Source: an optimization exercise on an open RTL-to-GDS flow (aim: small area, a short achievable clock period and few clock cycles). Production flows keep margins and buffers that such runs may drop. The RTL was checked by simulation tests, not by an equivalence proof against the original design. Power figures rest on the tool's default switching activity, not on a simulated workload.

[flow/flow/run.sh]
#!/bin/bash
# The standard layout (standard.sh: the standard synthesis and ORFS flow) with three
# changes: plain buf_1 port buffers, no CTS dummy loads, and the setup repair aimed
# 6.6 ns below the clock period. Each run's full output goes to standard.log.
set -euo pipefail
bash standard.sh SETUP_SLACK_MARGIN=6.6 \
  "BUFFER_PORTS_ARGS=-buffer_cell sky130_fd_sc_hd__buf_1" \
  "CTS_ARGS=-sink_clustering_enable -repair_clock_nets -buf_list {sky130_fd_sc_hd__clkbuf_4 sky130_fd_sc_hd__clkbuf_8} -dont_use_dummy_load" \
  finish > standard.log 2>&1
[flow/standard.sh]
#!/bin/bash
# synth_recipe.tcl (not shown) runs the flow's synth.tcl, then flattens the netlist and writes it again
# the make line also repeats each setting of config.mk as NAME=value (left out here)
make -C /OpenROAD-flow-scripts/flow DESIGN_CONFIG=/design/flow/config.mk WORK_HOME=/design/flow/orfs CLKGATE_MAP_FILE= SYNTH_SCRIPT=/design/flow/synth_recipe.tcl "${@:-finish}"
[flow/config.mk]
export PLATFORM = sky130hd
export DESIGN_NAME = dem_encoder
export DESIGN_NICKNAME = dem_encoder
export VERILOG_FILES = /design/flow/design.v
export SDC_FILE = /design/flow/constraint.sdc
export NUM_CORES = 4
export LEC_CHECK = 0
export CAP_MARGIN = 20
export CORE_MARGIN = 2
export CORE_UTILIZATION = 40
export CTS_BUF_LIST = sky130_fd_sc_hd__clkbuf_4 sky130_fd_sc_hd__clkbuf_8
export SETUP_SLACK_MARGIN = 5
export SLEW_MARGIN = 20
export TNS_END_PERCENT = 100
[flow/constraint.sdc]
create_clock -name core_clock -period 10.0 [get_ports {clk}]
set_input_delay 2.0000 -clock core_clock [delete_from_list [all_inputs] [get_ports {clk}]]
set_output_delay 2.0000 -clock core_clock [all_outputs]
set_load 0.01 [all_outputs]
[flow/design.v]
module dem_encoder (
    input  wire        clk,
    input  wire        rst,         
    input  wire        start,
    input  wire [15:0] in_len,      
    input  wire [15:0] out_cap,     
    output wire        busy,
    output reg         done,
    output reg         fail,
    output reg  [3:0]  cause,       
    output reg  [15:0] out_len,     
    output wire        rd_en,
    output wire [13:0] rd_addr,     
    input  wire [31:0] rd_data,
    output wire        out_valid,
    output wire [7:0]  out_data,
    input  wire        out_ready
);
    localparam [31:0] OUTW = 32'h8000_0000;
    localparam [2:0] S_SCAN = 3'd0,    
                     S_PAY  = 3'd1,    
                     S_CEND = 3'd2,    
                     S_LAST = 3'd3,    
                     S_F8   = 3'd4,    
                     S_DONE = 3'd5,    
                     S_BAD  = 3'd6;    
    localparam [1:0] K_REC = 2'd0, K_CHUNK = 2'd1, K_F8 = 2'd2;
    reg         run;
    reg  [2:0]  st;
    reg  [13:0] n_w;
    reg  [13:0] ra;           
    reg         iv;           
    reg         ilast;        
    reg         rq_v;
    reg         rq_last;
    reg  [31:0] rq;           
    reg  [31:0] p;            
    reg         bq_v;
    reg         bq_last;
    reg  [31:0] bq;           
    reg  [4:0]  bk;           
    reg         bo;           
    reg         bz;           
    reg         bu;           
    reg         eoi;          
    reg         rec_v;
    reg  [2:0]  t;
    reg  [8:0]  c;            
    reg  [31:0] pb;           
    reg  [3:0]  n4;           
    reg  [3:0]  kl;           
    reg         ovf;          
    reg         first;        
    reg  [13:0] ri;           
    reg         odv;          
    reg  [2:0]  ot;
    reg  [1:0]  nph;          
    reg  [7:0]  od;           
    reg  [8:0]  oc;
    reg  [31:0] ob;
    reg  [2:0]  onb;          
    reg         rae;          
    reg  [15:0] rem;          
    reg         room;
    function [15:0] inc16(input [15:0] x);
        reg cy; integer i;
        begin cy = 1'b1; for (i = 0; i < 16; i = i + 1) begin inc16[i] = x[i] ^ cy; cy = cy & x[i]; end end
    endfunction
    function [15:0] dec16(input [15:0] x);
        reg bw; integer i;
        begin bw = 1'b1; for (i = 0; i < 16; i = i + 1) begin dec16[i] = x[i] ^ bw; bw = bw & ~x[i]; end end
    endfunction
    function [31:0] sub32(input [31:0] a, input [31:0] b);
        reg [31:0] g, pp, gg, pg, c;
        integer i, l;
        begin
            g  = a & ~b;
            pp = a ^ ~b;
            gg = g; pg = pp;
            for (l = 0; l < 5; l = l + 1)
                for (i = 0; i < 32; i = i + 1)
                    if ((i % (2 << l)) == (2 << l) - 1) begin
                        gg[i] = gg[i] | (pg[i] & gg[i - (1 << l)]);
                        pg[i] = pg[i] & pg[i - (1 << l)];
                    end
            for (l = 3; l >= 0; l = l - 1)
                for (i = 0; i < 32; i = i + 1)
                    if (i >= (3 << l) - 1 && (i % (2 << l)) == (1 << l) - 1) begin
                        gg[i] = gg[i] | (pg[i] & gg[i - (1 << l)]);
                        pg[i] = pg[i] & pg[i - (1 << l)];
                    end
            c[0] = 1'b1;
            for (i = 1; i < 32; i = i + 1) c[i] = gg[i-1] | (pg[i-1]);
            sub32 = pp ^ c;
        end
    endfunction
    wire [31:0] d     = sub32(rq, p);
    wire        isout = (rq == OUTW);
    wire        dz    = (d == 32'd0);
    function fits(input [31:0] dv, input integer w);
        reg same;
        reg lowz;
        integer b;
        begin
            same = 1'b1;
            for (b = w - 1; b < 32; b = b + 1) same = same & (dv[b] == dv[31]);
            lowz = 1'b1;
            for (b = 0; b < w - 1; b = b + 1) lowz = lowz & ~dv[b];
            fits = same & ~(dv[31] & lowz);
        end
    endfunction
    wire f4  = fits(d, 4);
    wire f8  = fits(d, 8);
    wire f12 = fits(d, 12);
    wire f16 = fits(d, 16);
    wire f24 = fits(d, 24);
    wire unenc = ~isout & (d == 32'h8000_0000);
    reg  [2:0] cls;
    always @(*) begin
        if (isout)     cls = 3'd0;
        else if (dz)   cls = 3'd1;
        else if (f4)   cls = 3'd2;
        else if (f8)   cls = 3'd3;
        else if (f12)  cls = 3'd4;
        else if (f16)  cls = 3'd5;
        else if (f24)  cls = 3'd6;
        else           cls = 3'd7;
    end
    function [3:0] wn(input [2:0] ty);
        case (ty)
            3'd2: wn = 4'd1;  3'd3: wn = 4'd2;  3'd4: wn = 4'd3;
            3'd5: wn = 4'd4;  3'd6: wn = 4'd6;  3'd7: wn = 4'd8;
            default: wn = 4'd0;
        endcase
    endfunction
    function [31:0] wmask(input [2:0] ty);
        case (ty)
            3'd2: wmask = 32'h0000_000F;  3'd3: wmask = 32'h0000_00FF;
            3'd4: wmask = 32'h0000_0FFF;  3'd5: wmask = 32'h0000_FFFF;
            3'd6: wmask = 32'h00FF_FFFF;  3'd7: wmask = 32'hFFFF_FFFF;
            default: wmask = 32'd0;
        endcase
    endfunction
    wire [31:0] dm     = {bq[31:24] & {8{bk[4]}}, bq[23:16] & {8{bk[3]}}, bq[15:12] & {4{bk[2]}},
                          bq[11:8] & {4{bk[1]}}, bq[7:4] & {4{bk[0]}}, bq[3:0]};
    wire [31:0] pb_add = pb | (dm << {n4[2:0], 2'b00});
    wire [4:0]  n4_add = {1'b0, n4} + {1'b0, wn(t)};
    wire        fit    = (kl != 4'd0);
    function [3:0] km1(input [2:0] ty);
        case (ty)
            3'd2: km1 = 4'd7;  3'd3: km1 = 4'd3;  3'd4: km1 = 4'd1;
            3'd5: km1 = 4'd1;  default: km1 = 4'd0;
        endcase
    endfunction
    wire re       = (nph == 2'd2) && (onb == 3'd0);    
    wire move     = odv && room && out_ready;
    wire take     = !re && (!odv || move);            
    reg  [7:0] nbyte;
    always @(*) begin
        case (nph)
            2'd0:    nbyte = (oc <= 9'd31) ? {ot, oc[4:0]} : {ot, 5'd0};
            2'd1:    nbyte = oc[7:0] - 8'd32;
            default: nbyte = ob[7:0];
        endcase
    end
    wire [2:0] bc = bo ? 3'd0 : bz ? 3'd1 : !bk[0] ? 3'd2 : !bk[1] ? 3'd3
                  : !bk[2] ? 3'd4 : !bk[3] ? 3'd5 : !bk[4] ? 3'd6 : 3'd7;
    wire brk      = !rec_v || bu || (bc != t) || (c == 9'd287);
    wire s_scan   = (st == S_SCAN);
    wire s_pay    = (st == S_PAY);
    wire c_free   = bq_v && ((s_scan && (!brk || !rec_v)) || (s_pay && (first || fit)));
    wire want     = (bq_v && ((s_scan && brk && rec_v) || (s_pay && !(first || fit))))
                 || (st == S_CEND) || (st == S_LAST);
    wire c_wp     = (s_scan && !ovf) || s_pay;
    wire push     = want && re;
    wire consume  = c_free || (c_wp && push);
    wire [1:0] push_k = s_scan || (st == S_LAST) ? K_REC : K_CHUNK;
    wire rewind   = push && (s_scan || (st == S_LAST)) && ovf;
    wire        issue    = run && (st == S_SCAN || st == S_PAY || st == S_CEND) && !rae;
    wire [15:0] ra_inc16 = inc16({2'b00, ra});
    wire [13:0] ra_inc   = ra_inc16[13:0];
    wire        ra1e     = (ra_inc == n_w);
    wire        mab      = rq_v && (!bq_v || consume);
    wire        land     = iv && (!rq_v || mab);
    wire        drop     = iv && rq_v && !mab;
    assign busy      = run;
    assign rd_en     = issue;
    assign rd_addr   = ra;
    assign out_valid = odv && room;
    assign out_data  = od;
    wire fin_ok = run && (st == S_DONE) && re && (!odv || move);
    wire fin_f8 = run && (st == S_F8) && re && !odv;
    wire fin_f4 = run && odv && !room;
    wire fin_bl = run && (st == S_BAD);
    always @(posedge clk) begin
        if (rst) begin
            run  <= 1'b0;
            done <= 1'b0;
            fail <= 1'b0;
            cause <= 4'd0;
            out_len <= 16'd0;
            st   <= S_DONE;
            iv   <= 1'b0;
            rq_v <= 1'b0;
            odv  <= 1'b0;
            nph  <= 2'd2;
            onb  <= 3'd0;
        end else begin
            done <= 1'b0;
            if (!run) begin
                if (start) begin
                    run     <= 1'b1;
                    n_w     <= in_len[15:2];
                    ra      <= 14'd0;
                    rae     <= (in_len[15:2] == 14'd0);
                    iv      <= 1'b0;
                    rq_v    <= 1'b0;
                    bq_v    <= 1'b0;
                    p       <= 32'd0;
                    eoi     <= 1'b0;
                    rec_v   <= 1'b0;
                    odv     <= 1'b0;
                    nph     <= 2'd2;
                    onb     <= 3'd0;
                    rem     <= out_cap;
                    room    <= (out_cap != 16'd0);
                    out_len <= 16'd0;
                    if (in_len[1:0] != 2'd0)      st <= S_BAD;
                    else if (in_len[15:2] == 14'd0) st <= S_DONE;
                    else                          st <= S_SCAN;
                end
            end else if (fin_ok || fin_f8 || fin_f4 || fin_bl) begin
                run   <= 1'b0;
                done  <= 1'b1;
                fail  <= !fin_ok;
                cause <= fin_bl ? 4'd9 : fin_f8 ? 4'd8 : fin_f4 ? 4'd4 : 4'd0;
                if (!fin_ok)   out_len <= 16'd0;
                else if (move) out_len <= inc16(out_len);
                iv    <= 1'b0;
                rq_v  <= 1'b0;
                bq_v  <= 1'b0;
                odv   <= 1'b0;
                nph   <= 2'd2;
                onb   <= 3'd0;
            end else begin
                if (rewind) begin
                    ra   <= ri;
                    rae  <= 1'b0;
                    iv   <= 1'b0;
                    rq_v <= 1'b0;
                    bq_v <= 1'b0;
                end else begin
                    if (drop)       ra <= dec16({2'b00, ra});
                    else if (issue) ra <= ra_inc;
                    if (drop)       rae <= 1'b0;
                    else if (issue) rae <= ra1e;
                    iv    <= issue && !drop;
                    ilast <= ra1e;
                    if (land) begin
                        rq      <= rd_data;
                        rq_last <= ilast;
                        rq_v    <= 1'b1;
                    end else if (mab) begin
                        rq_v    <= 1'b0;
                    end
                    if (mab) begin
                        bq      <= d;
                        bk      <= {~f24, ~f16, ~f12, ~f8, ~f4};
                        bo      <= isout;
                        bz      <= dz;
                        bu      <= unenc;
                        bq_last <= rq_last;
                        bq_v    <= 1'b1;
                        if (!isout) p <= rq;
                    end else if (consume) begin
                        bq_v    <= 1'b0;
                    end
                end
                case (st)
                    S_SCAN: if (consume) begin
                        if (!brk) begin
                            c <= inc16({7'd0, c});
                            if (t >= 3'd2) begin
                                if (fit && !ovf) begin
                                    pb <= pb_add;
                                    n4 <= n4_add[3:0];
                                    kl <= kl - 4'd1;
                                end else begin
                                    ovf <= 1'b1;
                                end
                            end
                        end else begin
                            t     <= bc;
                            c     <= 9'd1;
                            pb    <= dm;
                            n4    <= wn(bc);
                            kl    <= km1(bc);
                            ovf   <= 1'b0;
                            rec_v <= 1'b1;
                            ri    <= ra - {12'd0, 2'd1 + {1'b0, iv} + {1'b0, rq_v}};
                            if (bu) st <= S_F8;
                        end
                        if (bq_last) begin
                            eoi <= 1'b1;
                            if (!bu) st <= S_LAST;
                        end
                    end else if (rewind) begin
                        st    <= S_PAY;
                        first <= 1'b1;
                        n4    <= 4'd0;
                        kl    <= km1(t) + 4'd1;
                    end
                    S_PAY: if (consume) begin
                        c <= dec16({7'd0, c});
                        if (fit) begin
                            pb <= pb_add;
                            n4 <= n4_add[3:0];
                            kl <= kl - 4'd1;
                        end else begin
                            pb    <= dm;
                            n4    <= wn(t);
                            kl    <= km1(t);
                            first <= 1'b0;
                        end
                        if (c == 9'd1) st <= S_CEND;
                        if (bq_last) eoi <= 1'b1;
                    end
                    S_CEND: if (push) begin
                        rec_v <= 1'b0;
                        st    <= eoi ? S_DONE : S_SCAN;
                    end
                    S_LAST: if (push) begin
                        if (ovf) begin
                            st    <= S_PAY;
                            first <= 1'b1;
                            n4    <= 4'd0;
                            kl    <= km1(t) + 4'd1;
                        end else begin
                            st    <= S_DONE;
                        end
                    end
                    default: ;
                endcase
                if (push) begin
                    ot  <= t;
                    oc  <= c;
                    if (!odv || move) begin
                        odv <= 1'b1;
                        if (push_k == K_CHUNK) begin
                            nph <= 2'd2;
                            od  <= pb[7:0];
                            ob  <= {8'd0, pb[31:8]};
                            onb <= n4[3:1] + {2'b00, n4[0]} - 3'd1;
                        end else begin
                            nph <= (c > 9'd31) ? 2'd1 : 2'd2;
                            od  <= (c <= 9'd31) ? {t, c[4:0]} : {t, 5'd0};
                            ob  <= pb;
                            onb <= n4[3:1] + {2'b00, n4[0]};
                        end
                    end else begin
                        nph <= (push_k == K_CHUNK) ? 2'd2 : 2'd0;
                        ob  <= pb;
                        onb <= n4[3:1] + {2'b00, n4[0]};
                    end
                end else if (take) begin
                    odv <= 1'b1;
                    od  <= nbyte;
                    case (nph)
                        2'd0: nph <= (oc > 9'd31) ? 2'd1 : 2'd2;
                        2'd1: nph <= 2'd2;
                        default: begin
                            ob  <= {8'd0, ob[31:8]};
                            onb <= onb - 3'd1;
                        end
                    endcase
                end else if (move) begin
                    odv <= 1'b0;
                end
                if (move) begin
                    out_len <= inc16(out_len);
                    rem     <= dec16(rem);
                    room    <= (rem != 16'd1);
                end
            end
        end
    end
endmodule
==> run summary <==
-- cells by family after synthesis --
logic type	share of synthesized area (%)
buf+inv	4.19
compound gates	15.4
mux	3.92
other cells	0.0210
simple gates	14.2
fa+ha+maj	8.30
xor+xnor	3.73
flops	50.2
-- metal layers --
metal	track usage (%)	routed length, µm	up-vias
met5	0	0	-
li1	-	-	6700
met3	2.86	2370	74
met4	6.07	1040	0
met1	27.1	21100	6685
met2	32.9	22500	417
-- per-stage QoR --
| stage | std cells | utilization, % |
|---|---|---|
| CTS | 2446 | 47.6 |
| global route | 2486 | 49.1 |
| floorplan | 1681 | - |
| global placement | 2316 | 43.0 |
| finish | 2486 | 49.1 |
| detailed placement | 2316 | 43.0 |
-- final cells by class --
cell class / count / area share [%]
diodes: 1 / 0.0116
clock buffers: 53 / 3.37
inverters: 111 / 1.95
multi-input cells: 1185 / 42.5
flip-flops and latches: 309 / 41.4
well taps: 592 / 3.42
repair buffers: 234 / 7.32
repair inverters: 1 / 0.0231
-- power by group through the flow --
| stage | clock [µW] | sequential (µW) | combinational [µW] |
|---|---|---|---|
| floorplan | 0 | 1600 | 579 |
| global placement | 0 | 1630 | 735 |
| detailed placement | 0 | 1630 | 748 |
| CTS | 956 | 1610 | 900 |
| global route | 1010 | 1620 | 1080 |
| finish | 928 | 1610 | 987 |
-- layout by cell type (no fill, tap or decap), drive strengths merged, types with 50 or more instances in the layout --
| cell type | count |
|---|---|
| edfxtp | 276 |
| nor2 | 118 |
| a21oi | 108 |
| nand2 | 142 |
| xnor2 | 50 |
| ha | 115 |
| o21ai | 140 |
| clkbuf | 54 |
| buf | 230 |
| inv | 110 |
-- worst max path at each step --
stage | cells past startpoint | to | slack (ps) | from
CTS | 3 | rd_en | 6360 | st[2]
global placement | 9 | rq[26] | 5060 | out_ready
finish | 11 | bk[0] | 6490 | rq[1]
detailed placement | 8 | pb[23] | 4960 | out_ready
floorplan | 6 | bk[0] | 5520 | out_ready
global route | 11 | bk[0] | 6380 | rq[1]
-- sequential cells by signal (all words and copies together) (netlist names), 14 cells and up --
name	flops
ri	14
pb	32
ra	14
ob	32
out_len	16
rem	16
p	32
bq	32
rq	32
n_w	14
-- critical path, cell delays in order, from the launching register on --
cell and delay, ps:
edfxtp_1 420, ha_2 210, or3_4 390, o22a_4 260, a31oi_4 200, buf_4 180
a21oi_4 100, a31oi_4 240, mux2_2 390, nor4b_4 380, and4_2 330, o2111ai_1 150
-- what timing repair did --
| action | 4_1_cts | 5_1_grt |
|---|---|---|
| endpoints found under the setup margin | 354 | 251 |
| cloned | 11 | 3 |
| gates resized for setup | 122 | 66 |
| pin swaps | 38 | 31 |
| setup buffers | 66 | 36 |
==> metrics.csv <==
metric,value,unit
status,timing/DRC/antenna clean,
yosys_warnings,1,
area_growth,21.5,%
syn_area,17800,µm²
crit-reg2reg-launch,rq[1],
dp_slack,4960,ps
avgSynthCellArea,10.6,µm²
vias,13900,
yosysTopAreaCell,edfxtp_1,
antenna_left,0,
drc_errors,0,
p_clk_share,26.3,%
rr_worst_depth,11,
viasPerCell,5.58,
seq_area_frac_synth,50.2,%
root_buffer,clkbuf_8,
synthTopCellsByCount,"edfxtp_1, nand2_1, o21ai_0",
dpl_cell_area,19000,µm²
maxCapViolations,0,
hp-start,rq_last,
gp_congestion,0.865,
synth_top_area_share,46.5,%
rsz0062_at_grt,yes,
layout-drive-gt1-share,19.5,%
grt-ovfl-total,0,
fin_crit,3510,ps
holdPathStages,0,
clock_skew,31.3,ps
required,10340,ps
finish.net_count,2080,
core_area,44100,µm²
end_kind,flop,
n_fill_cell,4054,
setup_tns,0,ps
netSwitchingPower,1110,µW
setup-violations-final,0,
cts_tree,built,
power_frac_seq,45.7,%
io_pins,115,
rrSetupSlack,6490,ps
die_y,215,µm
cts_buffer_depth,3,
leakage,0.00793,µW
wl_per_cell,18.9,µm
r2r_end,bk[0],
wirelength,47.0,mm
die-area,46300,µm²
path_class,flop to flop,
fin_total_pwr,3520,µW
start_util,40.4,%
worst_slack,6490,ps
clk_pin_slew_worst_paths,60,ps
hpwl,29.8,mm
timing.fmax,285,MHz
synth.distinct_cells,92,
grt_pass1_vias,13400,
max_slew_margin,41.1,%
min_path_type,flop to flop,
power.internal,2420,µW
h-tree-depth,2,
start_kind,flop,
multiInputGateArea,9200,µm²
crit_fanout,7,
grt_max_degree,61,
syn_nets,1866,
async_flop_share,0,%
p_sw_share,31.4,%
comb_power_share,28.0,%
cts_buffers,53,
fin_area,21700,µm²
cts-hold-fix-buffers,0,
ys_ff_latch,309,
hold_viol,0,
syn_inst,1681,
die_w,215,µm
min_period_over_period,35.1,%
worstPathArrival,3840,ps
grt_use_total,19.9,%
rows,77,
worst_pin_slew,877,ps
synth_most_common_cell,edfxtp_1,
dr.first_iter.drc_count,1139,
holdWs,416,ps
min_to,bq_last,
ys.flop_type,edfxtp_1,
maxSlewViolCount,0,
first_pass_iters,5,
antenna_found_initial,1,
synth_edf_count,276,
grt_pass1_wl,73.9,mm
ys_top_cells_by_area,"edfxtp_1, ha_1, o21ai_0",
cts.sinks,309,
clk_latency,620,ps
p_per_area,163,nW/µm²
ir_worst_vdd,111,µV
io_buffers,113,
seq_area,8960,µm²
Testbench counts, summed over its fixed seeds: cycles 44,918.

[what the ideal ports hide]
No port has a modelled driver above. Below, the same layout with a new extraction and two added sets of constraints. Step 1, drivers: a clkbuf_16 drives clk and a buf_2 each remaining input, both assumed. Step 2 moves the port delays by t, midway between the first and last clock arrival at a register: inputs arrive t later, outputs are due t later. That takes back most of the time a late clock gives input paths. Slacks: ideal / step 1 / step 2; pairs: ideal / step 1.
shift t [ns]: 0.655
setup WS [ns]: 6.493 / 6.479 / 5.983
slew at the worst register clock pin (ns): 0.06 / 0.06
After both steps this run still meets setup and hold. For this run, drivers alone change the setup slack by -0.014 ns; drivers and shift together by -0.510 ns.
